This design comes from an exercise in tuning for small area, a short achievable clock period and few clock cycles per item on the open sky130 flow, not from production work. Function was checked by simulation only, so behaviour that the tests miss may differ from the original. Power figures rest on the tool's default switching activity, not on a simulated workload.

==> flow/design.v <==
module rbc #(
    parameter integer N_RX        = 32,
    parameter integer N_TX        = 32,
    parameter [7:0]   ESC_CHAR    = 8'h1B,
    parameter [7:0]   CANCEL_CHAR = 8'h18
) (
    input  wire        clk,
    input  wire        rst,
    input  wire        f_cmd_valid,
    input  wire [15:0] f_cmd,
    output reg         f_cmd_ready,
    output reg         f_rsp_valid,
    output wire [15:0] f_rsp,
    input  wire        a_enter,
    input  wire        a_leave,
    output reg         a_active,
    input  wire        a_cmd_valid,
    input  wire [15:0] a_cmd,
    output wire        a_cmd_ready,
    output reg         a_rsp_valid,
    output wire [15:0] a_rsp,
    input  wire        rx_valid,
    input  wire [7:0]  rx_byte,
    output reg         rx_ready,
    output reg         tx_valid,
    output reg  [7:0]  tx_byte,
    input  wire        tx_ready,
    output reg         cancel_pulse,
    output wire        cancel_pend
);
    localparam [7:0] CR = 8'h0D;
    localparam [7:0] LF = 8'h0A;
    localparam [3:0] OP_NOP = 4'h0, OP_RD = 4'h1, OP_WR = 4'h2, OP_RXPOP = 4'h3,
                     OP_TXPUSH = 4'h4, OP_RXEMPTY = 4'h5, OP_TXFULL = 4'h6,
                     OP_FSTEP = 4'h7, OP_CTLR = 4'h8, OP_CTLS = 4'h9, OP_CTLC = 4'hA,
                     OP_STAT = 4'hB, OP_CACK = 4'hC, OP_PTRR = 4'hD;
    wire [255:0] rx_flat, tx_flat;    
    reg [4:0] rx_head, rx_tail;
    reg [4:0] tx_head, tx_tail;
    reg       tx_ne;                  
    reg escf;
    reg cpend;
    reg rxie, txie, crlf, imask;
    reg [10:0] rsp;
    assign f_rsp = {5'b00000, rsp};
    assign a_rsp = {5'b00000, rsp};
    wire [7:0] ctrl = {4'b0000, imask, crlf, txie, rxie};
    wire rx_empty = (rx_head == rx_tail);
    wire rx_full  = (rx_head + 5'd1 == rx_tail);
    wire tx_full  = (tx_head + 5'd1 == tx_tail);
    wire tx_full2 = (tx_head + 5'd2 == tx_tail);    
    wire tx_last  = (tx_tail + 5'd1 == tx_head);    
    assign a_cmd_ready = a_active;
    wire   accept      = a_active ? a_cmd_valid : f_cmd_valid;
    wire [15:0] w      = a_active ? a_cmd : f_cmd;
    wire   a_open      = a_enter && !a_active && !imask && !f_cmd_valid;
    wire   a_close     = a_leave &&  a_active && !a_cmd_valid;
    wire   rxp_step    = rx_valid && rx_ready;
    wire   txc_step    = tx_valid && tx_ready;
    assign cancel_pend = cpend;
    wire [3:0] op = w[15:12];
    wire [7:0] d  = w[7:0];
    wire z_ok  = (w[11:8] == 4'h0);
    wire d_z   = (d == 8'h00);
    wire is_nop    = (op == OP_NOP);
    wire is_rd     = (op == OP_RD) || (op == OP_RXPOP);
    wire is_wr     = (op == OP_WR);
    wire is_txpush = (op == OP_TXPUSH);
    wire is_rxemp  = (op == OP_RXEMPTY);
    wire is_txful  = (op == OP_TXFULL);
    wire is_fstep  = (op == OP_FSTEP);
    wire is_ctlr   = (op == OP_CTLR);
    wire is_ctls   = (op == OP_CTLS);
    wire is_ctlc   = (op == OP_CTLC);
    wire is_stat   = (op == OP_STAT);
    wire is_cack   = (op == OP_CACK);
    wire is_ptrr   = (op == OP_PTRR);
    wire no_operand = is_nop || is_rd || is_rxemp || is_txful || is_ctlr || is_stat || is_cack;
    wire legal = z_ok && (op[3:1] != 3'b111) &&
                 !(no_operand && !d_z) && !(is_ptrr && (d[7:3] != 5'd0));
    wire go = accept && legal;
    wire f_cancel = escf && (d == CANCEL_CHAR);
    wire f_none   = !escf && (d == ESC_CHAR);
    wire f_lit    = !f_cancel && !f_none;
    wire crlf_ins = crlf && (d == LF);
    wire push1 = go && !tx_full && ((is_wr && f_lit) || is_txpush);
    wire push2 = go && is_wr && crlf_ins && !tx_full && !tx_full2;
    wire [7:0] tx_d1 = (is_wr && crlf_ins) ? CR : d;
    reg       pw1, pw2;
    reg [4:0] pw_slot;
    reg [7:0] pw_data;
    always @(posedge clk) begin
        pw1     <= push1;
        pw2     <= push2;
        pw_slot <= tx_head;
        pw_data <= tx_d1;
    end
    wire [7:0] tx_d_even = pw_slot[0] ? LF : pw_data;
    wire [7:0] tx_d_odd  = pw_slot[0] ? pw_data : LF;
    wire [4:0] pw_slot1  = pw_slot + 5'd1;
    wire [4:0]   tx_tail1 = tx_tail + 5'd1;
    wire [255:0] tx_rot = {tx_flat[7:0], tx_flat[255:8]};
    wire [7:0]   tx_m1  = tx_rot[{tx_tail, 3'b000} +: 8];
    wire [7:0]   tx_q1  = (pw1 && pw_slot  == tx_tail1) ? pw_data :
                          (pw2 && pw_slot1 == tx_tail1) ? LF : tx_m1;
    wire [7:0] rx_q = rx_flat[{rx_tail, 3'b000} +: 8];
    wire [7:0] ptr_sel = (d[1:0] == 2'd0) ? {3'b000, tx_head} :
                         (d[1:0] == 2'd1) ? {3'b000, tx_tail} :
                         (d[1:0] == 2'd2) ? {3'b000, rx_tail} :
                                            {3'b000, rx_head};
    wire [7:0] ptr_val = d[2] ? (ptr_sel ^ (ptr_sel >> 1)) : ptr_sel;
    wire [7:0] status = {4'b0000, cpend, escf, tx_full ? 1'b0 : 1'b1, !rx_empty};
    reg [10:0] rsp_next;
    always @(*) begin
        rsp_next = 11'h000;
        if (!legal) rsp_next = 11'h200;
        else if (is_rd) rsp_next = rx_empty ? 11'h000 : {3'b001, rx_q};
        else if (is_txpush) rsp_next = tx_full ? 11'h000 : 11'h100;
        else if (is_rxemp) rsp_next = {2'b00, rx_empty, 8'h00};
        else if (is_txful) rsp_next = {2'b00, tx_full, 8'h00};
        else if (is_fstep) rsp_next = f_cancel ? 11'h400 : f_none ? 11'h000 : {3'b001, d};
        else if (is_ctlr || is_ctls || is_ctlc) rsp_next = {3'b001, ctrl};
        else if (is_stat) rsp_next = {3'b001, status};
        else if (is_cack) rsp_next = {2'b00, cpend, 8'h00};
        else if (is_ptrr) rsp_next = {3'b001, ptr_val};
    end
    genvar gi;
    generate
        for (gi = 0; gi < 32; gi = gi + 1) begin : g_slot
            wire tx_we1 = pw1 && (pw_slot == gi);
            wire tx_we2 = pw2 && (pw_slot1 == gi);
            reg [7:0] tq, rq;
            always @(posedge clk) begin
                if (tx_we1 || tx_we2) tq <= (gi % 2 == 0) ? tx_d_even : tx_d_odd;
                if (rxp_step && !rx_full && (rx_head == gi)) rq <= rx_byte;
            end
            assign tx_flat[8*gi +: 8] = tq;
            assign rx_flat[8*gi +: 8] = rq;
        end
    endgenerate
    wire a_active_n = a_open ? 1'b1 : a_close ? 1'b0 : a_active;
    reg [3:0] ctrl_n;     
    always @(*) begin
        ctrl_n = {imask, crlf, txie | (push1 && is_wr), rxie};
        if (go && is_ctls) ctrl_n = ctrl[3:0] | d[3:0];
        if (go && is_ctlc) ctrl_n = ctrl[3:0] & ~d[3:0];
    end
    wire tx_ne_n = push1 || (tx_ne && !(txc_step && tx_last));
    always @(posedge clk) begin
        if (rst) begin
            rx_head <= 5'd0; rx_tail <= 5'd0;
            tx_head <= 5'd0; tx_tail <= 5'd0;
            tx_ne <= 1'b0;
            escf <= 1'b0; cpend <= 1'b0;
            rxie <= 1'b0; txie <= 1'b0; crlf <= 1'b1; imask <= 1'b0;
            a_active <= 1'b0; f_cmd_ready <= 1'b1;
            rx_ready <= 1'b0; tx_valid <= 1'b0;
            f_rsp_valid <= 1'b0; a_rsp_valid <= 1'b0;
            cancel_pulse <= 1'b0;
        end else begin
            f_rsp_valid  <= accept && !a_active;
            a_rsp_valid  <= accept &&  a_active;
            cancel_pulse <= go && (is_wr || is_fstep) && f_cancel;
            a_active    <= a_active_n;
            f_cmd_ready <= !a_active_n;
            {imask, crlf, txie, rxie} <= ctrl_n;
            rx_ready <= !a_active_n && !ctrl_n[3] && ctrl_n[0];
            tx_valid <= !a_active_n && !ctrl_n[3] && ctrl_n[1] && tx_ne_n;
            tx_ne    <= tx_ne_n;
            if (rxp_step && !rx_full) rx_head <= rx_head + 5'd1;
            if (txc_step) tx_tail <= tx_tail + 5'd1;
            if (go && is_rd && !rx_empty) rx_tail <= rx_tail + 5'd1;
            if (push2) tx_head <= tx_head + 5'd2;
            else if (push1) tx_head <= tx_head + 5'd1;
            if (go && (is_wr || is_fstep)) begin
                escf <= f_none;
                if (f_cancel) cpend <= 1'b1;
            end
            if (go && is_cack) cpend <= 1'b0;
        end
    end
    always @(posedge clk) begin
        if (push1 && (!tx_ne || (txc_step && tx_last))) tx_byte <= tx_d1;
        else if (txc_step) tx_byte <= tx_q1;
    end
    always @(posedge clk) rsp <= rsp_next;
endmodule
==> flow/run.sh <==
#!/bin/bash
# synth_recipe.tcl (not shown) runs the flow's synth.tcl, then flattens the netlist and writes it again
# the make line also repeats each setting of config.mk as NAME=value (left out here)
make -C /OpenROAD-flow-scripts/flow DESIGN_CONFIG=/design/flow/config.mk WORK_HOME=/design/flow/orfs CLKGATE_MAP_FILE= SYNTH_SCRIPT=/design/flow/synth_recipe.tcl finish
==> flow/config.mk <==
export PLATFORM = sky130hd
export DESIGN_NAME = rbc
export DESIGN_NICKNAME = rbc
export VERILOG_FILES = /design/flow/design.v
export SDC_FILE = /design/flow/constraint.sdc
export NUM_CORES = 4
export LEC_CHECK = 0
export CAP_MARGIN = 20
export CORE_MARGIN = 2
export CORE_UTILIZATION = 55
export CTS_CLUSTER_DIAMETER = 100
export CTS_CLUSTER_SIZE = 24
export PLACE_DENSITY = 0.75
export SETUP_SLACK_MARGIN = 5
export SLEW_MARGIN = 20
==> flow/constraint.sdc <==
create_clock -name core_clock -period 8.0 [get_ports {clk}]
set_input_delay 1.6000 -clock core_clock [delete_from_list [all_inputs] [get_ports {clk}]]
set_output_delay 1.6000 -clock core_clock [all_outputs]
set_load 0.01 [all_outputs]
==> results of run 1 <==
-- power by group through the flow --
stage	Combinational [mW]	Clock (mW)	Sequential, mW
global placement	0.139	0	3.37
global route	0.199	1.72	3.30
detailed placement	0.142	0	3.37
CTS	0.174	1.62	3.30
floorplan	0.0750	0	3.36
finish	0.190	1.60	3.30
-- state kept, by name (all words and copies together) (netlist names), 5 cells and up --
name,count
g_slot.rq,256
g_slot.tq,256
rsp,11
pw_data,8
tx_byte,8
pw_slot,5
rx_head,5
rx_tail,5
tx_head,5
tx_tail,5
-- through the flow --
| step | instance area [um^2] | hold slack [ns] |
|---|---|---|
| after floorplan | 24800 | 0.326 |
| after global placement | 26100 | 0.491 |
| after detailed placement | 26200 | 0.513 |
| after CTS | 27900 | 0.523 |
| after global routing | 28200 | 0.569 |
| final | 28200 | 0.531 |
-- worst min-delay path by stage --
stage,startpoint,cells after the start,endpoint
2_1_floorplan,tx_head[3],0,pw_slot[3]
3_3_place_gp,cpend,2,cpend
3_5_place_dp,cpend,2,cpend
4_1_cts,cpend,2,cpend
5_1_grt,cpend,2,cpend
6_report,cpend,2,cpend
-- final cells by class --
cell class / count / share of cell area
inverters: 21 / 0.00279
well taps: 592 / 0.0262
flip-flops and latches: 580 / 0.597
clock inverters: 3 / 0.00102
clock buffers: 49 / 0.0284
multi-input cells: 720 / 0.284
repair buffers: 185 / 0.0606
-- cells in the mapped netlist (5+ instances only) --
library cell and number:
a211oi_1 11, a21oi_1 40, a221oi_1 7, a22oi_1 11, and2_1 28, and3_1 6, buf_1 17, buf_2 19
buf_4 25, clkbuf_1 35, dfxtp_1 60, edfxtp_1 520, ha_1 17, inv_1 18, mux2_2 9, mux2i_1 37
mux2i_2 5, mux4_2 147, nand2_1 73, nand2b_1 9, nand3_1 24, nand3b_1 6, nand4_1 7, nor2_1 67
nor2b_1 12, nor3_1 11, nor4_1 6, o211ai_1 9, o21a_1 5, o21ai_0 11, o22ai_1 33, xnor2_1 29
xor2_1 16
-- logic make-up after synthesis --
kind of cell	after synthesis
buffers and inverters	120
AO/OA/AOI/OAI	164
multiplexers	202
XOR/XNOR	50
flip-flops	580
adder cells (fa/ha/maj)	17
other	1
AND/OR/NAND/NOR	275
-- repair_timing --
action	CTS	global route
pin swaps	28	25
setup endpoints to repair	519	307
cloned	3	1
buffers inserted	51	15
hold buffers	0	0
gates resized for setup	249	74
-- metal layers --
metal	vias up	wire, um
met1	7146	23400
met2	695	29100
met4	0	2390
li1	5856	-
met3	166	4630
met5	-	0
-- critical path: cells and delay by family --
kind,cells,cell delay (ns)
multiplexers,2,0.47
AND/OR/NAND/NOR,3,1.07
buffers and inverters,2,0.22
AO/OA/AOI/OAI,2,0.24
==> results.sh, run 1 <==
export IMPL_setup_ws_ns=4.91
export IMPL_critical_path_class="primary input to flip-flop"
export IMPL_muxShareOfSynthArea=0.159
export IMPL_dp_cells=2028
export IMPL_drive_gt1_frac=0.306
export IMPL_pre_cts_slack_ns=3.00
export IMPL_dr_pass1_iters=6
export IMPL_cp_end_kind="flip-flop"
export IMPL_internal_power_mw=4.05
export IMPL_synthDistinctLibCells=78
export IMPL_swShare=0.203
export IMPL_regToRegSetupSlack_ns=5.10
export IMPL_n_antenna_cell=0
export IMPL_maxClockFrequency_mhz=323
export IMPL_gp_congestion=0.900
export IMPL_path_common_cell="buf_6"
export IMPL_mostFrequentLayoutCells="edfxtp_1, mux4_2, buf_4"
export IMPL_cp_startpoint="f_cmd[14]"
export IMPL_via_per_inst=6.45
export IMPL_slew_headroom=0.248
export IMPL_track_usage=0.255
export IMPL_clk_latency_ns=0.60
export IMPL_netlist_area_um2=24600
export IMPL_fin_crit_sh=0.387
export IMPL_synth_seq_area_share=0.683
export IMPL_fin_crit_ns=3.09
export IMPL_hp_class="flip-flop to flip-flop"
export IMPL_grt_util_met3=0.0399
export IMPL_ir_worst_vdd_uv=245
export IMPL_critical_path_arrival_ns=3.59
export IMPL_p_switching_mw=1.03
export IMPL_antenna_found_initial=1
export IMPL_power_frac_clock=0.314
export IMPL_yosys_register_bits=580
export IMPL_die_area_um2=46500
export IMPL_root_buffer="clkbuf_16"
export IMPL_die_h_um=216
export IMPL_finalSetupTns_ns=0
export IMPL_cts_tree="yes"
export IMPL_r2r_start="tx_tail[3]"
export IMPL_use_met2=0.415
export IMPL_synth_top_cell_by_area="edfxtp_1"
export IMPL_p_per_area_nw_per_um2=180
export IMPL_vias=13863
export IMPL_synth_edf_count=520
export IMPL_endpoint="tx_head[3]"
export IMPL_synth_avg_cell_area_um2=17.5
export IMPL_boundaryPins=97
export IMPL_cts_sinks=580
export IMPL_status="complete, no violations"
export IMPL_crit_required_ns=8.49
export IMPL_wl_mm=59.6
export IMPL_synth_top_family_by_area="multiplexers"
export IMPL_area_growth_pct=14.7
export IMPL_finalPower_mw=5.08
export IMPL_grt_use_met1=0.356
export IMPL_cts_clk_slew_worst_paths_ns=0.10
export IMPL_start_util=0.557
export IMPL_drv_slew=0
export IMPL_async_flop_share=0
export IMPL_rsz0062_at_grt="yes"
export IMPL_drtAntennaViolNets=0
export IMPL_seqPwrFrac=0.648
export IMPL_cts_buffer_depth=3
export IMPL_port_buffer_count=86
export IMPL_num_rows=77
export IMPL_avgRoutedWirePerCell_um=27.7
export IMPL_p_leak_nw=9.19
export IMPL_finalHoldViolations=0
export IMPL_grt_max_degree=70
export IMPL_setup_viol=0
export IMPL_crit_path_top_delay_cell="or4_4"
export IMPL_fin_util=0.638
export IMPL_synthTopCellsByArea="edfxtp_1, mux4_2, dfxtp_1"
export IMPL_crit_path_cell_trace="buf_6 > mux2i_4 > buf_6 > nand4_1 > or4_4 > a31oi_4 > a21oi_2 > and4bb_1 > mux2_4"
export IMPL_slowest_delay_ns=0.62
export IMPL_n_fill_cell=2975
export IMPL_cts_made_buffers=28
export IMPL_dpl_hpwl_mm=36.5
export IMPL_gr_total_overflow=0
export IMPL_yosys_area_top_type_share=0.634
export IMPL_drtIter0Drc=1610
export IMPL_ys_warn_count=1
export IMPL_multiInputGateArea_um2=8020
export IMPL_reg2reg_depth=7
export IMPL_skew_ns=0.0273
export IMPL_worst_path_max_fanout=3
export IMPL_synth_simple_area_share=0.0569
export IMPL_grt_pass1_wl_mm=89.1
export IMPL_cts_htree_levels=1
export IMPL_layout_commonest_cell="edfxtp_1"
export IMPL_comb_power_share=0.037
export IMPL_layout_nets=1601
export IMPL_r2r_end="tx_byte[6]"
export IMPL_top_usage_layer="met2"
export IMPL_grt_pass1_vias=14007
export IMPL_register_area_um2=16800
export IMPL_dieWidth_um=216
export IMPL_synthXorXnorAreaFrac=0.0204
export IMPL_synth_flop_cell="edfxtp_1"
export IMPL_drc=0
export IMPL_synth_compound_area_frac=0.0476
export IMPL_startpoint_type="primary input"
export IMPL_cap_violations=0
export IMPL_synth_fa_ha_area_frac=0.00864
export IMPL_syn_instance_count=1409
export IMPL_fin_cells=2150
export IMPL_worst_slew_pin_slew_ns=1.13
export IMPL_core_area_um2=44200
Testbench counts, summed over its fixed seeds: cycles 77,611, commands 38,712.
==> inputs of run 2 (changes only) <==
--- a/flow/config.mk
+++ b/flow/config.mk
@@ -8,8 +8,6 @@
 export CAP_MARGIN = 20
 export CORE_MARGIN = 2
-export CORE_UTILIZATION = 55
-export CTS_CLUSTER_DIAMETER = 100
-export CTS_CLUSTER_SIZE = 24
-export PLACE_DENSITY = 0.75
+export CORE_UTILIZATION = 40
+export PLACE_DENSITY = 0.6
 export SETUP_SLACK_MARGIN = 5
 export SLEW_MARGIN = 20
==> run 2 against run 1 <==
Effect of this change: global-route usage shrank 5.6 points; fmax is 0.33% higher; critical path type unchanged; utilization fell by 15 points; die area rose by 37%; power increased by 25%; critical endpoint is now tx_byte[3]; hold slack gained 0.0079 ns; highest routed layer unchanged; final area increased by 5.5%; flip-flop and latch count stayed put.
==> results.sh, run 2 <==
export IMPL_antenna_found_initial=2
export IMPL_holdCritStartpoint="tx_head[2]"
export IMPL_reg2reg_depth=8
export IMPL_cp_end_kind="flip-flop"
export IMPL_drive_gt1_frac=0.335
export IMPL_ys_warn_count=1
export IMPL_startpoint_type="primary input"
export IMPL_drc=0
export IMPL_layout_commonest_cell="edfxtp_1"
export IMPL_cts_htree_levels=2
export IMPL_cts_sinks=580
export IMPL_synthTopCellsByArea="edfxtp_1, mux4_2, dfxtp_1"
export IMPL_layout_nets=1638
export IMPL_p_per_area_nw_per_um2=213
export IMPL_critical_path_arrival_ns=3.45
export IMPL_cts_made_buffers=60
export IMPL_finalHoldViolations=0
export IMPL_min_to="pw_slot[2]"
export IMPL_skew_ns=0.0352
export IMPL_worst_path_max_fanout=6
export IMPL_clk_latency_ns=0.64
export IMPL_r2r_start="tx_head[1]"
export IMPL_hold_depth=0
export IMPL_grt_pass1_wl_mm=93.4
export IMPL_worst_slew_pin_slew_ns=1.07
export IMPL_n_fill_cell=5063
export IMPL_vias=13735
export IMPL_synth_most_common_cell="edfxtp_1"
export IMPL_hp_class="flip-flop to flip-flop"
export IMPL_netlist_area_um2=24600
export IMPL_dr_pass1_iters=5
export IMPL_synth_seq_area_share=0.683
export IMPL_synth_avg_cell_area_um2=17.5
export IMPL_n_antenna_cell=0
export IMPL_drv_slew=0
export IMPL_finalSetupTns_ns=0
export IMPL_async_flop_share=0
export IMPL_slew_headroom=0.287
export IMPL_hold_buffers=0
export IMPL_track_usage=0.199
export IMPL_gr_total_overflow=0
export IMPL_num_rows=90
export IMPL_rsz0062_at_grt="yes"
export IMPL_grt_pass1_vias=13963
export IMPL_wl_mm=63.4
export IMPL_crit_required_ns=8.37
export IMPL_grt_max_degree=45
export IMPL_p_leak_nw=9.80
export IMPL_status="complete, no violations"
export IMPL_yosys_area_top_type_share=0.634
export IMPL_drtAntennaViolNets=0
export IMPL_synth_top_cell_by_area="edfxtp_1"
export IMPL_mostFrequentLayoutCells="edfxtp_1, mux4_2, buf_4"
export IMPL_register_area_um2=16800
export IMPL_syn_instance_count=1409
export IMPL_cts_clk_slew_worst_paths_ns=0.06
export IMPL_avgRoutedWirePerCell_um=26.4
export IMPL_port_buffer_count=86
export IMPL_yosys_register_bits=580
export IMPL_critical_path_class="primary input to flip-flop"
export IMPL_drtIter0Drc=1479
export IMPL_multiInputGateArea_um2=8060
export IMPL_ir_worst_vdd_uv=191
export IMPL_root_buffer="clkbuf_16"
export IMPL_fin_crit_sh=0.386
export IMPL_regToRegSetupSlack_ns=4.99
export IMPL_area_growth_pct=20.9
export IMPL_largest_registers="g_slot.rq (256), g_slot.tq (256), rsp (11)"
export IMPL_gp_congestion=0.893
export IMPL_dpl_hpwl_mm=39.2
export IMPL_holdWs_ns=0.539
export IMPL_fin_crit_ns=3.08
export IMPL_cts_tree="yes"
export IMPL_finalPower_mw=6.35
export IMPL_maxClockFrequency_mhz=324
export IMPL_die_area_um2=63500
export IMPL_synthDistinctLibCells=78
export IMPL_cts_buffer_depth=3
export IMPL_netlist_top_cells_count="edfxtp_1, mux4_2, nand2_1"
export IMPL_core_area_um2=60600
export IMPL_cap_violations=0
export IMPL_dieWidth_um=252
export IMPL_boundaryPins=97
export IMPL_die_h_um=252
export IMPL_via_per_inst=5.72
export IMPL_start_util=0.406
export IMPL_synth_edf_count=520
export IMPL_setup_viol=0
export IMPL_r2r_end="tx_byte[3]"
export IMPL_synth_flop_cell="edfxtp_1"
==> run 2: report_power, final <==
part           internal (mW)  total, mW  switching, mW  leakage [nW]
clock                   1.67       2.86           1.19         0.972
sequential              3.29       3.30        0.00469          5.44
combinational         0.0722      0.196          0.124          3.39
total                   5.03       6.35           1.32          9.80
==> run 2: worst max-delay path, stage by stage <==
cell	delay, ns
buf_4	0.12
nor3b_4	0.26
o22ai_2	0.17
a2111oi_4	0.46
o211ai_4	0.18
and3b_4	0.44
nor3_2	0.06
a21o_1	0.16
==> run 2: logic make-up after synthesis <==
family,after synthesis,synth area share
AO/OA/AOI/OAI,164,0.0476
multiplexers,202,0.159
buffers and inverters,120,0.0240
AND/OR/NAND/NOR,275,0.0569
other,1,0.000152
flip-flops,580,0.683
adder cells (fa/ha/maj),17,0.00864
XOR/XNOR,50,0.0204
==> run 2: repair_timing <==
action | 4_1_cts | 5_1_grt
endpoints found under the setup margin | 524 | 405
resized for setup | 274 | 63
setup buffers | 61 | 16
pin swaps | 33 | 21
gates cloned | 2 | 0
==> run 2: layout make-up <==
| cell class | count | area share |
|---|---|---|
| Sequential cell | 580 | 0.566 |
| Multi-Input combinational cell | 719 | 0.271 |
| Timing Repair Buffer | 191 | 0.0601 |
| Clock buffer | 66 | 0.0512 |
| Tap cell | 782 | 0.0329 |
| Clock inverter | 44 | 0.0167 |
| Inverter | 21 | 0.00265 |
==> run 2: stage by stage <==
stage               cell area [um^2]  utilization  cells  setup WS, ns
floorplan                      24800            -   1418          4.43
global placement               26300        0.435   2210          3.33
detailed placement             26400        0.436   2214          3.25
CTS                            29400        0.485   2387          4.72
global route                   29800        0.491   2403          4.88
finish                         29800        0.491   2403          4.92
==> run 2: how the worst max path moves through the flow <==
stage | start | to | slack, ns
3_3_place_gp | f_cmd[0] | tx_byte[3] | 3.33
3_5_place_dp | f_cmd[0] | tx_byte[1] | 3.25
6_report | a_cmd[5] | tx_byte[3] | 4.92
4_1_cts | pw_slot[2] | g_slot[5].tq[3] | 4.72
2_1_floorplan | f_cmd[15] | tx_head[3] | 4.43
5_1_grt | a_cmd[5] | tx_byte[3] | 4.88
==> run 2: layer usage <==
layer	vias up	global-route usage	routed length [um]
met3	100	0.0270	3540
met2	445	0.314	29900
met4	0	0.0577	1630
met1	7222	0.290	28300
li1	5968	-	-
met5	-	0	0
==> inputs of run 3 (changes only) <==
--- a/flow/design.v
+++ b/flow/design.v
@@ -80,10 +80,18 @@
                  !(no_operand && !d_z) && !(is_ptrr && (d[7:3] != 5'd0));
     wire go = accept && legal;
+    wire acc_z     = accept && z_ok;
+    wire go_wr     = acc_z && is_wr;
+    wire go_txpush = acc_z && is_txpush;
+    wire go_fstep  = acc_z && is_fstep;
+    wire go_ctls   = acc_z && is_ctls;
+    wire go_ctlc   = acc_z && is_ctlc;
+    wire go_rd     = acc_z && is_rd && d_z;
+    wire go_cack   = acc_z && is_cack && d_z;
     wire f_cancel = escf && (d == CANCEL_CHAR);
     wire f_none   = !escf && (d == ESC_CHAR);
     wire f_lit    = !f_cancel && !f_none;
     wire crlf_ins = crlf && (d == LF);
-    wire push1 = go && !tx_full && ((is_wr && f_lit) || is_txpush);
-    wire push2 = go && is_wr && crlf_ins && !tx_full && !tx_full2;
+    wire push1 = !tx_full && ((go_wr && f_lit) || go_txpush);
+    wire push2 = go_wr && crlf_ins && !tx_full && !tx_full2;
     wire [7:0] tx_d1 = (is_wr && crlf_ins) ? CR : d;
     reg       pw1, pw2;
@@ -142,7 +150,7 @@
     reg [3:0] ctrl_n;     
     always @(*) begin
-        ctrl_n = {imask, crlf, txie | (push1 && is_wr), rxie};
-        if (go && is_ctls) ctrl_n = ctrl[3:0] | d[3:0];
-        if (go && is_ctlc) ctrl_n = ctrl[3:0] & ~d[3:0];
+        ctrl_n = {imask, crlf, txie | (go_wr && f_lit && !tx_full), rxie};
+        if (go_ctls) ctrl_n = ctrl[3:0] | d[3:0];
+        if (go_ctlc) ctrl_n = ctrl[3:0] & ~d[3:0];
     end
     wire tx_ne_n = push1 || (tx_ne && !(txc_step && tx_last));
@@ -161,5 +169,5 @@
             f_rsp_valid  <= accept && !a_active;
             a_rsp_valid  <= accept &&  a_active;
-            cancel_pulse <= go && (is_wr || is_fstep) && f_cancel;
+            cancel_pulse <= (go_wr || go_fstep) && f_cancel;
             a_active    <= a_active_n;
             f_cmd_ready <= !a_active_n;
@@ -170,16 +178,16 @@
             if (rxp_step && !rx_full) rx_head <= rx_head + 5'd1;
             if (txc_step) tx_tail <= tx_tail + 5'd1;
-            if (go && is_rd && !rx_empty) rx_tail <= rx_tail + 5'd1;
+            if (go_rd && !rx_empty) rx_tail <= rx_tail + 5'd1;
             if (push2) tx_head <= tx_head + 5'd2;
             else if (push1) tx_head <= tx_head + 5'd1;
-            if (go && (is_wr || is_fstep)) begin
+            if (go_wr || go_fstep) begin
                 escf <= f_none;
                 if (f_cancel) cpend <= 1'b1;
             end
-            if (go && is_cack) cpend <= 1'b0;
+            if (go_cack) cpend <= 1'b0;
         end
     end
     always @(posedge clk) begin
-        if (push1 && (!tx_ne || (txc_step && tx_last))) tx_byte <= tx_d1;
+        if (!tx_ne || (txc_step && tx_last)) tx_byte <= tx_d1;
         else if (txc_step) tx_byte <= tx_q1;
     end
--- a/flow/config.mk
+++ b/flow/config.mk
@@ -8,6 +8,8 @@
 export CAP_MARGIN = 20
 export CORE_MARGIN = 2
-export CORE_UTILIZATION = 40
-export PLACE_DENSITY = 0.6
+export CORE_UTILIZATION = 65
+export CTS_CLUSTER_DIAMETER = 100
+export CTS_CLUSTER_SIZE = 24
+export PLACE_DENSITY = 0.85
 export SETUP_SLACK_MARGIN = 5
 export SLEW_MARGIN = 20
==> run 3 against run 2 <==
Effect of this change: still clean on timing, DRC and antenna; clock-buffer cell count down 16; non-clock buffer count down 1; combinational power down 5%; wire length about the same.
==> results.sh, run 3 <==
export IMPL_status="complete, no violations"
export IMPL_mostFrequentLayoutCells="edfxtp_1, mux4_2, nand2_1"
export IMPL_track_usage=0.322
export IMPL_cts_clk_slew_worst_paths_ns=0.10
export IMPL_start_util=0.656
export IMPL_synth_avg_cell_area_um2=17.0
export IMPL_yosys_area_top_type_share=0.635
export IMPL_drc=0
export IMPL_grt_util_met3=0.0388
export IMPL_slew_headroom=0.323
export IMPL_syn_instance_count=1447
export IMPL_grt_use_met1=0.437
export IMPL_multiInputGateArea_um2=8030
export IMPL_dpl_instance_area_um2=26000
export IMPL_gp_congestion=0.947
export IMPL_root_buffer="clkbuf_16"
export IMPL_cap_violations=0
export IMPL_cts_htree_levels=1
export IMPL_vias=14343
export IMPL_async_flop_share=0
export IMPL_yosys_register_bits=580
export IMPL_internal_power_mw=4.06
export IMPL_synth_most_common_cell="edfxtp_1"
export IMPL_hp_class="flip-flop to flip-flop"
export IMPL_top_usage_layer="met2"
export IMPL_via_per_inst=6.80
export IMPL_final_area_um2=28200
export IMPL_fin_crit_ns=3.15
export IMPL_critical_path_arrival_ns=3.61
export IMPL_num_rows=71
export IMPL_boundaryPins=97
export IMPL_finalHoldViolations=0
export IMPL_largest_registers="g_slot.rq (256), g_slot.tq (256), rsp (11)"
export IMPL_core_area_um2=37500
export IMPL_synth_flop_cell="edfxtp_1"
export IMPL_dpl_hpwl_mm=38.5
export IMPL_gr_total_overflow=0
export IMPL_seqPwrFrac=0.649
export IMPL_startpoint_type="primary input"
export IMPL_p_switching_mw=1.03
export IMPL_cts_buffer_depth=3
export IMPL_grt_max_degree=65
export IMPL_grt_pass1_wl_mm=92.1
export IMPL_netlist_area_um2=24600
export IMPL_ys_warn_count=1
export IMPL_setup_viol=0
export IMPL_hold_buffers=0
export IMPL_power_frac_clock=0.315
export IMPL_crit_required_ns=8.47
export IMPL_drive_gt1_frac=0.284
export IMPL_layout_nets=1639
export IMPL_ir_worst_vdd_uv=228
export IMPL_rsz0062_at_grt="yes"
export IMPL_cts_sinks=580
export IMPL_die_area_um2=39400
export IMPL_die_h_um=198
export IMPL_skew_ns=0.0222
export IMPL_p_leak_nw=9.16
export IMPL_synth_seq_area_share=0.684
export IMPL_clk_latency_ns=0.59
export IMPL_cts_tree="yes"
export IMPL_drv_slew=0
export IMPL_use_met2=0.557
export IMPL_worst_slew_pin_slew_ns=1.02
export IMPL_synth_top_cell_by_area="edfxtp_1"
export IMPL_netlist_top_cells_count="edfxtp_1, mux4_2, nor2_1"
export IMPL_layout_commonest_cell="edfxtp_1"
export IMPL_cts_made_buffers=28
export IMPL_drtAntennaViolNets=0
export IMPL_synthTopCellsByArea="edfxtp_1, mux4_2, dfxtp_1"
export IMPL_worst_path_max_fanout=8
export IMPL_register_area_um2=16800
export IMPL_n_fill_cell=2082
export IMPL_antenna_found_initial=0
export IMPL_maxClockFrequency_mhz=318
export IMPL_fin_crit_sh=0.393
export IMPL_synthDistinctLibCells=80
export IMPL_critical_path_class="primary input to flip-flop"
export IMPL_finalSetupTns_ns=0
export IMPL_drtIter0Drc=1960
export IMPL_port_buffer_count=86
export IMPL_comb_power_share=0.037
export IMPL_p_per_area_nw_per_um2=180
export IMPL_dieWidth_um=198
export IMPL_cp_end_kind="flip-flop"
export IMPL_avgRoutedWirePerCell_um=30.1
export IMPL_dr_pass1_iters=6
export IMPL_wl_mm=63.4
export IMPL_synth_edf_count=520
export IMPL_swShare=0.203
export IMPL_area_growth_pct=14.9
export IMPL_grt_pass1_vias=14305
## run 3: metal layers
metal / vias to the layer above / routed length [um]
met5: - / 0
met4: 0 / 2250
met3: 171 / 5710
met2: 945 / 32700
met1: 7246 / 22700
li1: 5981 / -
## run 3: worst paths after layout
check	start	to	slack [ns]	cells after the start
worst max register to register	pw_slot[0]	g_slot[27].tq[4]	4.96	7
worst max-delay path	f_cmd[2]	rsp[3]	4.85	7
worst min-delay path	tx_head[1]	pw_slot[1]	0.53	0
worst min register to register	tx_head[1]	pw_slot[1]	0.53	0
## run 3: area by class of cell
class / count / share of cell area
inverter: 18 / 0.00257
multi-input combinational: 756 / 0.284
clock inverter: 2 / 0.000886
antenna: 1 / 0.0000886
sequential: 580 / 0.597
clock buffer: 50 / 0.0285
tap: 511 / 0.0226
timing repair buffer: 190 / 0.0642
## run 3: cells by family (layout without fill, tap and decap cells)
logic type      after synthesis  after routing  share of synthesized area
fa+ha+maj                    17             17                    0.00865
simple gates                295            295                     0.0609
flops                       580            580                      0.684
xor+xnor                     49             49                     0.0192
buf+inv                     120            260                     0.0240
compound gates              179            179                     0.0502
mux                         206            206                      0.153
other cells                   1             11                   0.000153
## run 3: critical path: stages
cell and delay (ns):
clkdlybuf4s15_1 0.26, or4bb_1 0.55, a22o_4 0.25, a21o_1 0.19
and2_4 0.19, a222oi_1 0.47, a21oi_2 0.10
## run 3: what timing repair did
item,CTS,global route
pin swaps,32,30
setup endpoints to repair,571,410
gates cloned,2,0
endpoints found under the hold margin,0,0
buffers inserted,51,27
gates resized for setup,214,81
## run 3: stage by stage
stage               power, mW  setup slack [ns]  hold WS, ns   util  instances
global route             5.18              4.82        0.541  0.753       2107
CTS                      5.07              4.90        0.528  0.741       2080
detailed placement       3.53              3.80        0.514  0.694       1975
floorplan                3.44              4.62        0.332      -       1456
finish                   5.09              4.85        0.533  0.753       2108
global placement         3.53              3.90        0.498  0.693       1975
## run 3: power by group through the flow
stage | Sequential [mW] | Combinational (mW) | Clock (mW)
after detailed placement | 3.37 | 0.159 | 0
after floorplan | 3.37 | 0.0695 | 0
final | 3.30 | 0.187 | 1.60
after global placement | 3.37 | 0.155 | 0
after global routing | 3.30 | 0.197 | 1.68
after CTS | 3.30 | 0.177 | 1.59
Testbench counts of run 3, summed over its fixed seeds: cycles 77,611, commands 38,712.
==> inputs of run 4 (changes only) <==
--- a/flow/config.mk
+++ b/flow/config.mk
@@ -8,8 +8,8 @@
 export CAP_MARGIN = 20
 export CORE_MARGIN = 2
-export CORE_UTILIZATION = 65
+export CORE_UTILIZATION = 55
 export CTS_CLUSTER_DIAMETER = 100
 export CTS_CLUSTER_SIZE = 24
-export PLACE_DENSITY = 0.85
+export PLACE_DENSITY = 0.75
 export SETUP_SLACK_MARGIN = 5
 export SLEW_MARGIN = 20
==> run 4 against run 3 <==
Effect of this change: clock power hardly changed; wire length is 8.1% lower; flip-flop and latch count stayed put; critical path type unchanged; utilization is 11 points lower; non-clock buffer count is 7 lower; die area is 18% higher; synthesized cell count stayed put; cell count is 3.5% higher.
==> results.sh, run 4 <==
export IMPL_pre_cts_slack_ns=3.83
export IMPL_antenna_found_initial=0
export IMPL_maxClockFrequency_mhz=319
export IMPL_fin_crit_ns=3.14
export IMPL_via_per_inst=6.48
export IMPL_gp_congestion=0.920
export IMPL_finalHoldViolations=0
export IMPL_startpoint_type="primary input"
export IMPL_worst_path_max_fanout=7
export IMPL_root_buffer="clkbuf_16"
export IMPL_dieWidth_um=215
export IMPL_crit_path_top_delay_cell="or4_4"
export IMPL_setup_ws_ns=4.86
export IMPL_crit_path_cell_trace="buf_6 > or4_4 > buf_6 > a22o_4 > a21o_1 > buf_6 > and2_4 > a222oi_1 > a21oi_1"
export IMPL_mostFrequentLayoutCells="edfxtp_1, mux4_2, nand2_1"
export IMPL_reg2reg_depth=4
export IMPL_drc=0
export IMPL_synth_most_common_cell="edfxtp_1"
export IMPL_drive_gt1_frac=0.276
export IMPL_holdWs_ns=0.492
export IMPL_synth_edf_count=520
export IMPL_yosys_area_top_type_share=0.635
export IMPL_fin_crit_sh=0.392
export IMPL_start_util=0.557
export IMPL_regToRegSetupSlack_ns=4.89
export IMPL_grt_pass1_vias=13667
export IMPL_port_buffer_count=86
export IMPL_ys_warn_count=1
export IMPL_crit_cells=9
export IMPL_wl_mm=58.2
export IMPL_cts_buffer_depth=3
export IMPL_cts_htree_levels=1
export IMPL_ir_worst_vdd_uv=176
export IMPL_cp_startpoint="f_cmd[7]"
export IMPL_dpl_hpwl_mm=34.9
export IMPL_n_antenna_cell=0
export IMPL_drtIter0Drc=1862
export IMPL_path_buf_inv=3
export IMPL_slowest_delay_ns=0.57
export IMPL_grt_pass1_wl_mm=87.1
export IMPL_syn_instance_count=1447
export IMPL_skew_ns=0.0226
export IMPL_cts_clk_slew_worst_paths_ns=0.10
export IMPL_cap_violations=0
export IMPL_r2r_start="pw_slot[2]"
export IMPL_hp_class="flip-flop to flip-flop"
export IMPL_cts_made_buffers=28
export IMPL_layout_nets=1633
export IMPL_boundaryPins=97
export IMPL_path_common_cell="buf_6"
export IMPL_area_growth_pct=15.2
export IMPL_core_area_um2=44100
export IMPL_p_leak_nw=9.12
export IMPL_synth_top_cell_by_area="edfxtp_1"
export IMPL_synth_avg_cell_area_um2=17.0
export IMPL_crit_required_ns=8.48
export IMPL_cp_end_kind="flip-flop"
export IMPL_synthTopCellsByArea="edfxtp_1, mux4_2, dfxtp_1"
export IMPL_finalSetupTns_ns=0
export IMPL_layout_commonest_cell="edfxtp_1"
export IMPL_synth_seq_area_share=0.684
export IMPL_drtAntennaViolNets=0
export IMPL_dr_pass1_iters=5
export IMPL_worst_path_dominant_cell_family="compound AO/OA/AOI/OAI gates"
export IMPL_die_area_um2=46400
export IMPL_cts_sinks=580
export IMPL_p_per_area_nw_per_um2=179
export IMPL_critical_path_class="primary input to flip-flop"
export IMPL_synthDistinctLibCells=80
export IMPL_slew_headroom=0.258
export IMPL_worst_slew_pin_slew_ns=1.11
export IMPL_setup_viol=0
export IMPL_rsz0062_at_grt="yes"
export IMPL_status="complete, no violations"
export IMPL_critical_path_arrival_ns=3.62
export IMPL_async_flop_share=0
export IMPL_netlist_top_cells_count="edfxtp_1, mux4_2, nor2_1"
export IMPL_largest_registers="g_slot.rq (256), g_slot.tq (256), rsp (11)"
export IMPL_num_rows=77
export IMPL_gr_total_overflow=0
export IMPL_finalPower_mw=5.08
export IMPL_cts_tree="yes"
export IMPL_vias=14136
export IMPL_endpoint="rsp[3]"
export IMPL_yosys_register_bits=580
export IMPL_drv_slew=0
export IMPL_synth_flop_cell="edfxtp_1"
export IMPL_avgRoutedWirePerCell_um=26.7
export IMPL_die_h_um=215
export IMPL_clk_latency_ns=0.59
export IMPL_track_usage=0.248
export IMPL_grt_max_degree=67
export IMPL_fin_util=0.642
export IMPL_r2r_end="g_slot[16].tq[4]"
export IMPL_netlist_area_um2=24600
[run 4: how the worst min path moves through the flow]
stage | startpoint | to | slack, ns | cells after the start
final | tx_head[4] | pw_slot[4] | 0.49 | 0
after global routing | tx_head[4] | pw_slot[4] | 0.51 | 0
after CTS | tx_head[4] | pw_slot[4] | 0.50 | 0
after detailed placement | tx_head[4] | pw_slot[4] | 0.47 | 0
after global placement | tx_head[4] | pw_slot[4] | 0.46 | 0
after floorplan | tx_head[3] | pw_slot[3] | 0.33 | 0
[run 4: kinds of logic (layout without fill, tap and decap cells)]
kind of cell | count (synthesis) | after routing | share of synthesized area
compound gates | 179 | 179 | 0.0502
xor+xnor | 49 | 49 | 0.0192
fa+ha+maj | 17 | 17 | 0.00865
buf+inv | 120 | 253 | 0.0240
flops | 580 | 580 | 0.684
mux | 206 | 207 | 0.153
other cells | 1 | 10 | 0.000153
simple gates | 295 | 295 | 0.0609
[run 4: layer usage]
metal,global-route usage,wire length [um],share of wire
met1,0.375,23600,0.40
met2,0.392,27800,0.48
met3,0.0340,5540,0.095
met4,0.0490,1360,0.023
met5,0,0,0
[run 4: timing repair]
| item | in CTS | in global routing |
|---|---|---|
| endpoints found under the setup margin | 480 | 483 |
| resized for setup | 220 | 58 |
| setup buffers | 44 | 22 |
| hold buffers | 0 | 0 |
| pin swaps | 32 | 41 |
| gates cloned | 4 | 0 |
[run 4: metrics by stage]
step                      cells  cell area, um^2
after floorplan            1456            24800
after global placement     2060            26100
after detailed placement   2060            26100
after CTS                  2160            27900
after global routing       2182            28300
final                      2182            28300
[run 4: final cells by class]
| class | count | area, um^2 |
|---|---|---|
| repair buffers | 183 | 1810 |
| flip-flops and latches | 580 | 16800 |
| fillers | 3029 | 15800 |
| inverters | 18 | 72.6 |
| multi-input cells | 757 | 8030 |
| clock inverters | 2 | 25.0 |
| clock buffers | 50 | 805 |
| well taps | 592 | 741 |
[run 4: where the power goes]
group          internal (mW)  switching, mW
Combinational         0.0715          0.119
Sequential              3.30        0.00532
Clock                  0.692          0.901
Total                   4.06           1.03
==> inputs of run 5 (changes only) <==
==> flow/flow/run.sh (new file) <==
#!/bin/bash
set -euo pipefail
export BUFFER_PORTS_ARGS="-buffer_cell sky130_fd_sc_hd__buf_1"
bash standard.sh > standard_flow.log 2>&1
==> flow/standard.sh (new file) <==
#!/bin/bash
# synth_recipe.tcl (not shown) runs the flow's synth.tcl, then flattens the netlist and writes it again
# the make line also repeats each setting of config.mk as NAME=value (left out here)
make -C /OpenROAD-flow-scripts/flow DESIGN_CONFIG=/design/flow/config.mk WORK_HOME=/design/flow/orfs CLKGATE_MAP_FILE= SYNTH_SCRIPT=/design/flow/synth_recipe.tcl "${@:-finish}"
removed: flow/run.sh
==> run 5 against run 4 <==
Effect of this change: non-clock buffer count is 17 lower; flip-flop and latch count stayed put; clock skew is 0.0045 ns higher; area after synthesis stayed put; power is 0.63% lower; sequential power hardly changed; final area is 3.3% lower; synthesized cell count stayed put; cell count is 0.82% lower; utilization is 2.1 points lower; sequential share of layout area is 2.1 points higher.
==> results.sh, run 5 <==
export IMPL_power_frac_clock=0.316
export IMPL_n_antenna_cell=0
export IMPL_drv_slew=0
export IMPL_track_usage=0.244
export IMPL_worst_path_max_fanout=5
export IMPL_drtAntennaViolNets=0
export IMPL_n_fill_cell=3135
export IMPL_yosys_area_top_type_share=0.635
export IMPL_antenna_found_initial=1
export IMPL_grt_pass1_vias=13480
export IMPL_synth_flop_cell="edfxtp_1"
export IMPL_layout_nets=1615
export IMPL_layout_commonest_cell="edfxtp_1"
export IMPL_netlist_top_cells_count="edfxtp_1, mux4_2, nor2_1"
export IMPL_setup_viol=0
export IMPL_swShare=0.202
export IMPL_seqPwrFrac=0.653
export IMPL_via_per_inst=6.39
export IMPL_num_rows=77
export IMPL_cts_buffer_depth=3
export IMPL_slew_headroom=0.342
export IMPL_cap_violations=0
export IMPL_cts_tree="yes"
export IMPL_synthDistinctLibCells=80
export IMPL_mostFrequentLayoutCells="edfxtp_1, mux4_2, buf_1"
export IMPL_synth_avg_cell_area_um2=17.0
export IMPL_p_switching_mw=1.02
export IMPL_worst_slew_pin_slew_ns=0.982
export IMPL_root_buffer="clkbuf_16"
export IMPL_gr_total_overflow=0
export IMPL_gp_congestion=0.923
export IMPL_register_area_um2=16900
export IMPL_ir_worst_vdd_uv=169
export IMPL_crit_path_cell_trace="buf_6 > or4b_4 > a211oi_4 > buf_4 > inv_1 > o2bb2ai_1 > o21ai_1 > o221ai_4 > nor4b_2"
export IMPL_cts_made_buffers=28
export IMPL_drive_gt1_frac=0.246
export IMPL_port_buffer_count=86
export IMPL_internal_power_mw=4.03
export IMPL_cts_sinks=580
export IMPL_synthTopCellsByArea="edfxtp_1, mux4_2, dfxtp_1"
export IMPL_p_leak_nw=8.56
export IMPL_status="complete, no violations"
export IMPL_finalPower_mw=5.05
export IMPL_hold_buffers=0
export IMPL_hp_class="flip-flop to flip-flop"
export IMPL_fin_crit_sh=0.382
export IMPL_drc=0
export IMPL_area_growth_pct=11.5
export IMPL_finalSetupTns_ns=0
export IMPL_cp_end_kind="flip-flop"
export IMPL_dr_pass1_iters=9
export IMPL_rsz0062_at_grt="yes"
export IMPL_ys_warn_count=1
export IMPL_dpl_hpwl_mm=35.3
export IMPL_slowest_delay_ns=0.58
export IMPL_finalHoldViolations=0
export IMPL_critical_path_class="primary input to flip-flop"
export IMPL_worst_path_dominant_cell_family="simple AND/OR/NAND/NOR gates"
export IMPL_hold_depth=0
export IMPL_synth_edf_count=520
export IMPL_path_buf_inv=3
export IMPL_synth_most_common_cell="edfxtp_1"
export IMPL_drtIter0Drc=1671
export IMPL_synth_seq_area_share=0.684
export IMPL_vias=13825
export IMPL_multiInputGateArea_um2=7810
export IMPL_yosys_register_bits=580
export IMPL_final_area_um2=27400
export IMPL_avgRoutedWirePerCell_um=26.1
export IMPL_cts_clk_slew_worst_paths_ns=0.11
export IMPL_crit_cells=9
export IMPL_dp_cells=2061
export IMPL_boundaryPins=97
export IMPL_wl_mm=56.6
export IMPL_cts_htree_levels=1
export IMPL_maxClockFrequency_mhz=327
export IMPL_reg2reg_depth=6
export IMPL_largest_registers="g_slot.rq (256), g_slot.tq (256), rsp (11)"
export IMPL_critical_path_arrival_ns=3.57
export IMPL_die_area_um2=46400
export IMPL_synth_top_cell_by_area="edfxtp_1"
export IMPL_comb_power_share=0.031
export IMPL_die_h_um=215
export IMPL_clk_latency_ns=0.60
export IMPL_fin_cells=2164
export IMPL_dieWidth_um=215
export IMPL_core_area_um2=44100
export IMPL_skew_ns=0.0272
export IMPL_start_util=0.557
export IMPL_crit_required_ns=8.51
export IMPL_grt_pass1_wl_mm=84.8
export IMPL_async_flop_share=0
export IMPL_startpoint_type="primary input"
export IMPL_crit_path_top_delay_cell="or4b_4"
export IMPL_grt_max_degree=47
export IMPL_fin_util=0.621
export IMPL_dpl_instance_area_um2=25600
export IMPL_syn_instance_count=1447
export IMPL_netlist_area_um2=24600
export IMPL_fin_crit_ns=3.05
export IMPL_p_per_area_nw_per_um2=184
-- run 5: cell counts after synthesis --
Identical to the previous run, type by type.
-- run 5: worst paths after layout --
kind,start,end,slack (ns)
worst max-delay path,a_cmd[5],rsp[10],4.95
worst min-delay path,tx_head[4],pw_slot[4],0.46
worst max register to register,tx_tail[2],tx_byte[1],5.06
worst min register to register,tx_head[4],pw_slot[4],0.46
-- run 5: layout make-up --
cell class | count | share of cell area
clock inverter | 2 | 0.000913
sequential | 580 | 0.615
multi-input combinational | 756 | 0.285
tap | 592 | 0.0270
inverter | 18 | 0.00265
timing repair buffer | 166 | 0.0400
clock buffer | 50 | 0.0294
-- run 5: worst reg2reg max path: cells and delay by family, from the launching register on --
family,cells,cell delay (ns)
compound gates,2,0.30
buf+inv,1,0.50
flops,1,0.64
mux,3,1.26
-- run 5: cells by family after synthesis --
logic type      share of synthesized area
compound gates                     0.0502
xor+xnor                           0.0192
fa+ha+maj                         0.00865
buf+inv                            0.0240
flops                               0.684
mux                                 0.153
other cells                      0.000153
simple gates                       0.0609
-- run 5: repair_timing --
action,in CTS,in global routing
resized for setup,77,51
pin swaps,12,19
setup endpoints to repair,507,397
gates cloned,0,0
buffers inserted,29,22
-- run 5: power groups by stage --
stage | Sequential (mW) | Combinational (mW) | Clock (mW)
finish | 3.30 | 0.156 | 1.60
global route | 3.30 | 0.168 | 1.71
CTS | 3.30 | 0.144 | 1.61
detailed placement | 3.37 | 0.138 | 0
global placement | 3.37 | 0.133 | 0
floorplan | 3.37 | 0.0695 | 0
-- run 5: metrics by stage --
step	hold slack [ns]	worst slack (ns)
floorplan	0.332	4.62
CTS	0.477	4.81
global route	0.484	4.84
finish	0.462	4.95
global placement	0.451	4.18
detailed placement	0.453	4.09
-- run 5: routing by layer --
layer,share of wire,GRT usage,wire [um],vias to the layer above
met2,0.48,0.397,27400,659
met5,0,0,0,-
met3,0.089,0.0386,5010,99
met1,0.41,0.352,22900,7126
met4,0.023,0.0552,1290,0
li1,-,-,-,5941
==> inputs of run 6 (changes only) <==
--- a/flow/design.v
+++ b/flow/design.v
@@ -106,10 +106,9 @@
     wire [7:0] tx_d_even = pw_slot[0] ? LF : pw_data;
     wire [7:0] tx_d_odd  = pw_slot[0] ? pw_data : LF;
-    wire [4:0] pw_slot1  = pw_slot + 5'd1;
     wire [4:0]   tx_tail1 = tx_tail + 5'd1;
     wire [255:0] tx_rot = {tx_flat[7:0], tx_flat[255:8]};
     wire [7:0]   tx_m1  = tx_rot[{tx_tail, 3'b000} +: 8];
     wire [7:0]   tx_q1  = (pw1 && pw_slot  == tx_tail1) ? pw_data :
-                          (pw2 && pw_slot1 == tx_tail1) ? LF : tx_m1;
+                          (pw2 && pw_slot  == tx_tail)  ? LF : tx_m1;
     wire [7:0] rx_q = rx_flat[{rx_tail, 3'b000} +: 8];
     wire [7:0] ptr_sel = (d[1:0] == 2'd0) ? {3'b000, tx_head} :
@@ -119,23 +118,30 @@
     wire [7:0] ptr_val = d[2] ? (ptr_sel ^ (ptr_sel >> 1)) : ptr_sel;
     wire [7:0] status = {4'b0000, cpend, escf, tx_full ? 1'b0 : 1'b1, !rx_empty};
-    reg [10:0] rsp_next;
-    always @(*) begin
-        rsp_next = 11'h000;
-        if (!legal) rsp_next = 11'h200;
-        else if (is_rd) rsp_next = rx_empty ? 11'h000 : {3'b001, rx_q};
-        else if (is_txpush) rsp_next = tx_full ? 11'h000 : 11'h100;
-        else if (is_rxemp) rsp_next = {2'b00, rx_empty, 8'h00};
-        else if (is_txful) rsp_next = {2'b00, tx_full, 8'h00};
-        else if (is_fstep) rsp_next = f_cancel ? 11'h400 : f_none ? 11'h000 : {3'b001, d};
-        else if (is_ctlr || is_ctls || is_ctlc) rsp_next = {3'b001, ctrl};
-        else if (is_stat) rsp_next = {3'b001, status};
-        else if (is_cack) rsp_next = {2'b00, cpend, 8'h00};
-        else if (is_ptrr) rsp_next = {3'b001, ptr_val};
-    end
+    wire l_rd    = z_ok && is_rd && d_z;
+    wire l_push  = z_ok && is_txpush;
+    wire l_rxemp = z_ok && is_rxemp && d_z;
+    wire l_txful = z_ok && is_txful && d_z;
+    wire l_fstep = z_ok && is_fstep;
+    wire l_ctl   = z_ok && ((is_ctlr && d_z) || is_ctls || is_ctlc);
+    wire l_stat  = z_ok && is_stat && d_z;
+    wire l_cack  = z_ok && is_cack && d_z;
+    wire l_ptrr  = z_ok && is_ptrr && (d[7:3] == 5'd0);
+    wire [10:0] rsp_next =
+        {1'b0, !legal, 9'h000} |
+        ({11{l_rd && !rx_empty}}    & {3'b001, rx_q}) |
+        ({11{l_push && !tx_full}}   & 11'h100) |
+        ({11{l_rxemp && rx_empty}}  & 11'h100) |
+        ({11{l_txful && tx_full}}   & 11'h100) |
+        ({11{l_fstep && f_cancel}}  & 11'h400) |
+        ({11{l_fstep && f_lit}}     & {3'b001, d}) |
+        ({11{l_ctl}}                & {3'b001, ctrl}) |
+        ({11{l_stat}}               & {3'b001, status}) |
+        ({11{l_cack && cpend}}      & 11'h100) |
+        ({11{l_ptrr}}               & {3'b001, ptr_val});
     genvar gi;
     generate
         for (gi = 0; gi < 32; gi = gi + 1) begin : g_slot
             wire tx_we1 = pw1 && (pw_slot == gi);
-            wire tx_we2 = pw2 && (pw_slot1 == gi);
+            wire tx_we2 = pw2 && (pw_slot == (gi + 31) % 32);    
             reg [7:0] tq, rq;
             always @(posedge clk) begin
==> flow/run.sh (new file) <==
#!/bin/bash
# synth_recipe.tcl (not shown) runs the flow's synth.tcl, then flattens the netlist and writes it again
# the make line also repeats each setting of config.mk as NAME=value (left out here)
make -C /OpenROAD-flow-scripts/flow DESIGN_CONFIG=/design/flow/config.mk WORK_HOME=/design/flow/orfs CLKGATE_MAP_FILE= SYNTH_SCRIPT=/design/flow/synth_recipe.tcl finish
removed: flow/flow/run.sh
removed: flow/standard.sh
==> run 6 against run 5 <==
Effect of this change: still clean; highest routed layer unchanged; hold slack improved by 0.061 ns; setup slack improved by 0.091 ns; final area increased by 0.26%; first-iteration DRC count decreased by 5.6%; flip-flop and latch count unchanged; utilization about the same; clock-buffer cell count unchanged; area after synthesis about the same.
==> results.sh, run 6 <==
export IMPL_synth_seq_area_share=0.684
export IMPL_track_usage=0.245
export IMPL_die_h_um=216
export IMPL_avgRoutedWirePerCell_um=26.6
export IMPL_rsz0062_at_grt="yes"
export IMPL_antenna_found_initial=0
export IMPL_critical_path_class="primary input to flip-flop"
export IMPL_pre_cts_slack_ns=3.87
export IMPL_core_area_um2=44200
export IMPL_cp_end_kind="flip-flop"
export IMPL_cts_buffer_depth=3
export IMPL_p_per_area_nw_per_um2=185
export IMPL_die_area_um2=46400
export IMPL_synthDistinctLibCells=80
export IMPL_setup_viol=0
export IMPL_async_flop_share=0
export IMPL_cp_startpoint="f_cmd[10]"
export IMPL_worst_path_max_fanout=4
export IMPL_hp_class="flip-flop to flip-flop"
export IMPL_largest_registers="g_slot.rq (256), g_slot.tq (256), rsp (11)"
export IMPL_layout_commonest_cell="edfxtp_1"
export IMPL_wl_met2_mm=27.2
export IMPL_holdWs_ns=0.523
export IMPL_fin_crit_ns=2.96
export IMPL_r2r_start="tx_tail[2]"
export IMPL_startpoint_type="primary input"
export IMPL_cts_clk_slew_worst_paths_ns=0.10
export IMPL_synth_most_common_cell="edfxtp_1"
export IMPL_netlist_area_um2=24600
export IMPL_via_per_inst=6.41
export IMPL_multiInputGateArea_um2=7720
export IMPL_drc=0
export IMPL_yosys_area_top_type_share=0.635
export IMPL_cts_tree="yes"
export IMPL_area_growth_pct=11.7
export IMPL_cts_sinks=580
export IMPL_grt_pass1_vias=13408
export IMPL_hold_buffers=0
export IMPL_cap_violations=0
export IMPL_finalHoldViolations=0
export IMPL_ys_warn_count=1
export IMPL_synth_flop_cell="edfxtp_1"
export IMPL_wl_mm=57.2
export IMPL_fin_util=0.621
export IMPL_drtAntennaViolNets=0
export IMPL_mostFrequentLayoutCells="edfxtp_1, mux4_2, nor2_1"
export IMPL_start_util=0.556
export IMPL_wl_met3_mm=4.99
export IMPL_synthTopCellsByArea="edfxtp_1, mux4_2, dfxtp_1"
export IMPL_p_leak_nw=9.04
export IMPL_fin_crit_sh=0.370
export IMPL_layout_nets=1596
export IMPL_highest_layer="met4"
export IMPL_worst_slew_pin_slew_ns=1.08
export IMPL_crit_required_ns=8.54
export IMPL_dr_pass1_iters=5
export IMPL_grt_max_degree=59
export IMPL_vias=13787
export IMPL_synth_avg_cell_area_um2=16.9
export IMPL_wl_met1_mm=23.6
export IMPL_finalSetupTns_ns=0
export IMPL_dieWidth_um=216
export IMPL_register_area_um2=16800
export IMPL_grt_pass1_wl_mm=85.2
export IMPL_root_buffer="clkbuf_16"
export IMPL_num_rows=77
export IMPL_maxClockFrequency_mhz=337
export IMPL_cts_made_buffers=28
export IMPL_ir_worst_vdd_uv=159
export IMPL_gp_congestion=0.890
export IMPL_holdCritStartpoint="tx_head[0]"
export IMPL_n_antenna_cell=0
export IMPL_drive_gt1_frac=0.239
export IMPL_gr_total_overflow=0
export IMPL_netlist_top_cells_count="edfxtp_1, mux4_2, nor2_1"
export IMPL_drtIter0Drc=1578
export IMPL_cts_htree_levels=1
export IMPL_n_fill_cell=3085
export IMPL_skew_ns=0.0395
export IMPL_syn_instance_count=1456
export IMPL_critical_path_arrival_ns=3.50
export IMPL_dpl_hpwl_mm=36.0
export IMPL_port_buffer_count=86
export IMPL_status="complete, no violations"
export IMPL_synth_top_cell_by_area="edfxtp_1"
export IMPL_boundaryPins=97
export IMPL_finalPower_mw=5.08
export IMPL_synth_edf_count=520
export IMPL_slew_headroom=0.278
export IMPL_clk_latency_ns=0.61
export IMPL_yosys_register_bits=580
export IMPL_setup_ws_ns=5.04
export IMPL_drv_slew=0
## run 6: layout make-up
cell class,instances,area share
clock buffers,50,0.0293
clock inverters,2,0.00100
inverters,15,0.00219
multi-input cells,770,0.281
flip-flops and latches,580,0.613
well taps,592,0.0270
repair buffers,143,0.0464
## run 6: cell families after synthesis
kind of cell | synth area share
compound gates | 0.0445
xor+xnor | 0.0141
fa+ha+maj | 0.00509
buf+inv | 0.0235
flops | 0.684
mux | 0.153
other cells | 0.000152
simple gates | 0.0765
## run 6: worst paths after layout
| kind | endpoint | slack, ns | cells after the start |
|---|---|---|---|
| setup reg to reg | tx_byte[0] | 5.09 | 6 |
| setup / recovery | rx_tail[4] | 5.04 | 8 |
| hold / removal | pw_slot[0] | 0.52 | 0 |
| hold reg to reg | pw_slot[0] | 0.52 | 0 |
## run 6: timing repair
item	4_1_cts	5_1_grt
gates cloned	0	1
gates resized for setup	155	52
pin swaps	18	19
setup endpoints to repair	329	269
endpoints found under the hold margin	0	0
setup buffers	26	12
## run 6: where the power goes
group	internal, mW	total (mW)	leakage [nW]	switching (mW)
Sequential	3.29	3.30	5.43	0.00494
Combinational	0.0614	0.175	3.21	0.114
Clock	0.692	1.60	0.395	0.912
## run 6: routing by layer
layer	track usage	vias up
li1	-	5912
met1	0.361	7093
met2	0.390	685
met3	0.0379	97
met4	0.0584	0
met5	0	-
## run 6: stage by stage
stage	cells	instance area, um^2
4_1_cts	2138	27300
6_report	2152	27500
2_1_floorplan	1465	24700
5_1_grt	2152	27500
3_5_place_dp	2060	25900
3_3_place_gp	2060	25900
## run 6: critical path, cell delays in order
cell and delay [ns]:
clkdlybuf4s50_1 0.45, nor4_4 0.20, buf_4 0.18, mux2i_2 0.14
nor3_4 0.24, nand3_2 0.16, or3_1 0.38, a21oi_1 0.15
Testbench counts of run 6, summed over its fixed seeds: cycles 77,611, commands 38,712.
==> inputs of run 7 (changes only) <==
==> flow/flow/run.sh (new file) <==
#!/bin/bash
set -euo pipefail
export BUFFER_PORTS_ARGS="-buffer_cell sky130_fd_sc_hd__buf_1"
bash standard.sh > standard_flow.log 2>&1
==> flow/standard.sh (new file) <==
#!/bin/bash
# synth_recipe.tcl (not shown) runs the flow's synth.tcl, then flattens the netlist and writes it again
# the make line also repeats each setting of config.mk as NAME=value (left out here)
make -C /OpenROAD-flow-scripts/flow DESIGN_CONFIG=/design/flow/config.mk WORK_HOME=/design/flow/orfs CLKGATE_MAP_FILE= SYNTH_SCRIPT=/design/flow/synth_recipe.tcl "${@:-finish}"
--- a/flow/config.mk
+++ b/flow/config.mk
@@ -11,4 +11,5 @@
 export CTS_CLUSTER_DIAMETER = 100
 export CTS_CLUSTER_SIZE = 24
+export GPL_ROUTABILITY_DRIVEN = 0
 export PLACE_DENSITY = 0.75
 export SETUP_SLACK_MARGIN = 5
removed: flow/run.sh
==> run 7 against run 6 <==
Effect of this change: setup slack worse by 0.00062 ns; critical path depth unchanged; die area unchanged; clock power about the same; area after synthesis unchanged; fmax about the same; utilization down 1.9 points; synthesized cell count unchanged; register-to-register slack better by 0.02 ns; still clean on timing, DRC and antenna.
==> results.sh, run 7 <==
export IMPL_syn_instance_count=1456
export IMPL_p_leak_nw=8.36
export IMPL_synth_most_common_cell="edfxtp_1"
export IMPL_setup_ws_ns=5.04
export IMPL_netlist_top_cells_count="edfxtp_1, mux4_2, nor2_1"
export IMPL_synth_seq_area_share=0.684
export IMPL_p_per_area_nw_per_um2=189
export IMPL_fin_util=0.602
export IMPL_via_per_inst=6.38
export IMPL_status="complete, no violations"
export IMPL_dpl_instance_area_um2=25500
export IMPL_ys_warn_count=1
export IMPL_finalSetupTns_ns=0
export IMPL_synth_top_cell_by_area="edfxtp_1"
export IMPL_path_buf_inv=2
export IMPL_critical_path_arrival_ns=3.42
export IMPL_fin_crit_sh=0.370
export IMPL_grt_pass1_vias=13376
export IMPL_num_rows=77
export IMPL_worst_path_dominant_cell_family="simple AND/OR/NAND/NOR gates"
export IMPL_n_antenna_cell=0
export IMPL_cts_tree="yes"
export IMPL_largest_registers="g_slot.rq (256), g_slot.tq (256), rsp (11)"
export IMPL_startpoint_type="primary input"
export IMPL_drtIter0Drc=1632
export IMPL_cp_end_kind="flip-flop"
export IMPL_drive_gt1_frac=0.203
export IMPL_start_util=0.556
export IMPL_holdWs_ns=0.488
export IMPL_clk_latency_ns=0.60
export IMPL_drtAntennaViolNets=0
export IMPL_core_area_um2=44200
export IMPL_dr_pass1_iters=6
export IMPL_cts_clk_slew_worst_paths_ns=0.10
export IMPL_worst_path_max_fanout=7
export IMPL_final_area_um2=26600
export IMPL_netlist_area_um2=24600
export IMPL_antenna_found_initial=1
export IMPL_setup_viol=0
export IMPL_drv_slew=0
export IMPL_synth_flop_cell="edfxtp_1"
export IMPL_crit_required_ns=8.46
export IMPL_layout_nets=1576
export IMPL_die_area_um2=46400
export IMPL_pre_cts_slack_ns=4.19
export IMPL_synth_edf_count=520
export IMPL_mostFrequentLayoutCells="edfxtp_1, mux4_2, buf_1"
export IMPL_port_buffer_count=86
export IMPL_maxClockFrequency_mhz=337
export IMPL_skew_ns=0.0313
export IMPL_vias=13600
export IMPL_cap_violations=0
export IMPL_root_buffer="clkbuf_16"
export IMPL_slowest_delay_ns=0.49
export IMPL_grt_max_degree=50
export IMPL_rsz0062_at_grt="yes"
export IMPL_critical_path_class="primary input to flip-flop"
export IMPL_cts_sinks=580
export IMPL_cts_buffer_depth=3
export IMPL_synth_avg_cell_area_um2=16.9
export IMPL_drc=0
export IMPL_boundaryPins=97
export IMPL_ir_worst_vdd_uv=146
export IMPL_crit_path_cell_trace="clkbuf_2 > or2_4 > mux4_2 > buf_4 > nor2_1 > nor2_2 > a221oi_1 > nand3_1"
export IMPL_dp_cells=2067
export IMPL_yosys_register_bits=580
export IMPL_slew_headroom=0.259
export IMPL_synthTopCellsByArea="edfxtp_1, mux4_2, dfxtp_1"
export IMPL_crit_path_top_delay_cell="mux4_2"
export IMPL_hp_class="flip-flop to flip-flop"
export IMPL_avgRoutedWirePerCell_um=26.3
export IMPL_wl_mm=56.1
export IMPL_synthDistinctLibCells=80
export IMPL_cts_htree_levels=1
export IMPL_grt_pass1_wl_mm=84.3
export IMPL_worst_slew_pin_slew_ns=1.11
export IMPL_cts_made_buffers=28
export IMPL_gr_total_overflow=0
export IMPL_track_usage=0.242
export IMPL_dieWidth_um=216
export IMPL_hold_buffers=0
export IMPL_area_growth_pct=8.25
export IMPL_finalPower_mw=5.04
export IMPL_fin_cells=2131
export IMPL_fin_crit_ns=2.96
export IMPL_yosys_area_top_type_share=0.635
export IMPL_finalHoldViolations=0
export IMPL_die_h_um=216
export IMPL_async_flop_share=0
export IMPL_layout_commonest_cell="edfxtp_1"
export IMPL_dpl_hpwl_mm=35.9
## run 7: cell counts after synthesis
No cell type changed its count.
## run 7: cell type report
cell class              instances  area, um^2
fillers                      3180       17600
flip-flops and latches        580       16800
multi-input cells             770        7480
clock buffers                  49         801
well taps                     592         741
repair buffers                123         679
inverters                      15        60.1
clock inverters                 2        25.0
## run 7: path summary, 6_finish.rpt
check / startpoint / endpoint / slack (ns) / cells past startpoint
max: a_cmd[1] / rsp[1] / 5.04 / 8
min: tx_head[4] / pw_slot[4] / 0.49 / 0
max reg2reg: tx_tail[1] / tx_byte[1] / 5.11 / 8
min reg2reg: tx_head[4] / pw_slot[4] / 0.49 / 0
## run 7: metal layers
| metal | track usage | up-vias | part of all wire |
|---|---|---|---|
| met1 | 0.350 | 6965 | 0.41 |
| met2 | 0.384 | 676 | 0.48 |
| met5 | 0 | - | 0 |
| met4 | 0.0540 | 0 | 0.018 |
| li1 | - | 5884 | - |
| met3 | 0.0526 | 75 | 0.097 |
## run 7: cells by family after synthesis
group                      after synthesis  share of synthesized area
and+or+nand+nor                        352                     0.0765
AOI/OAI and AO/OA                      154                     0.0445
DFF                                    580                      0.684
muxes                                  206                      0.153
buffers and inverters                  115                     0.0235
xor gates and xnor gates                38                     0.0141
adders and majority gates               10                    0.00509
other                                    1                   0.000152
## run 7: repair_timing
item                       in CTS  in global routing
buffers inserted                3                 10
gates cloned                    0                  0
setup endpoints to repair     279                232
pin swaps                       1                  7
resized for setup              40                 34
## run 7: where the power goes
group / internal [mW] / switching (mW) / total, mW
Clock: 0.690 / 0.902 / 1.59
Sequential: 3.29 / 0.00728 / 3.30
Combinational: 0.0435 / 0.106 / 0.150

[what the ideal ports hide]
Ports are ideal in the flow. The routed layouts listed here were re-timed in OpenROAD. Step 1: set_driving_cell puts a clkbuf_16 on clk and a buf_2 on each other input, an assumption about the parent block. Step 2 also shifts input and output timing later by t, the mid clock arrival at the registers, as if the neighbouring blocks saw the same clock. a / b / c = no drivers / after step 1 / after step 2; a / b = the first two.
run | shift t [ns] | slack for setup (ns)
run 1 | 0.646 | 4.905 / 4.932 / 4.286
run 2 | 0.676 | 4.915 / 4.930 / 4.253
run 3 | 0.637 | 4.855 / 4.873 / 4.236
run 4 | 0.647 | 4.861 / 4.885 / 4.239
run 5 | 0.644 | 4.946 / 4.970 / 4.326
run 6 | 0.649 | 5.037 / 5.034 / 4.419
run 7 | 0.645 | 5.036 / 5.074 / 4.429
After both steps setup and hold are still met in every run listed.
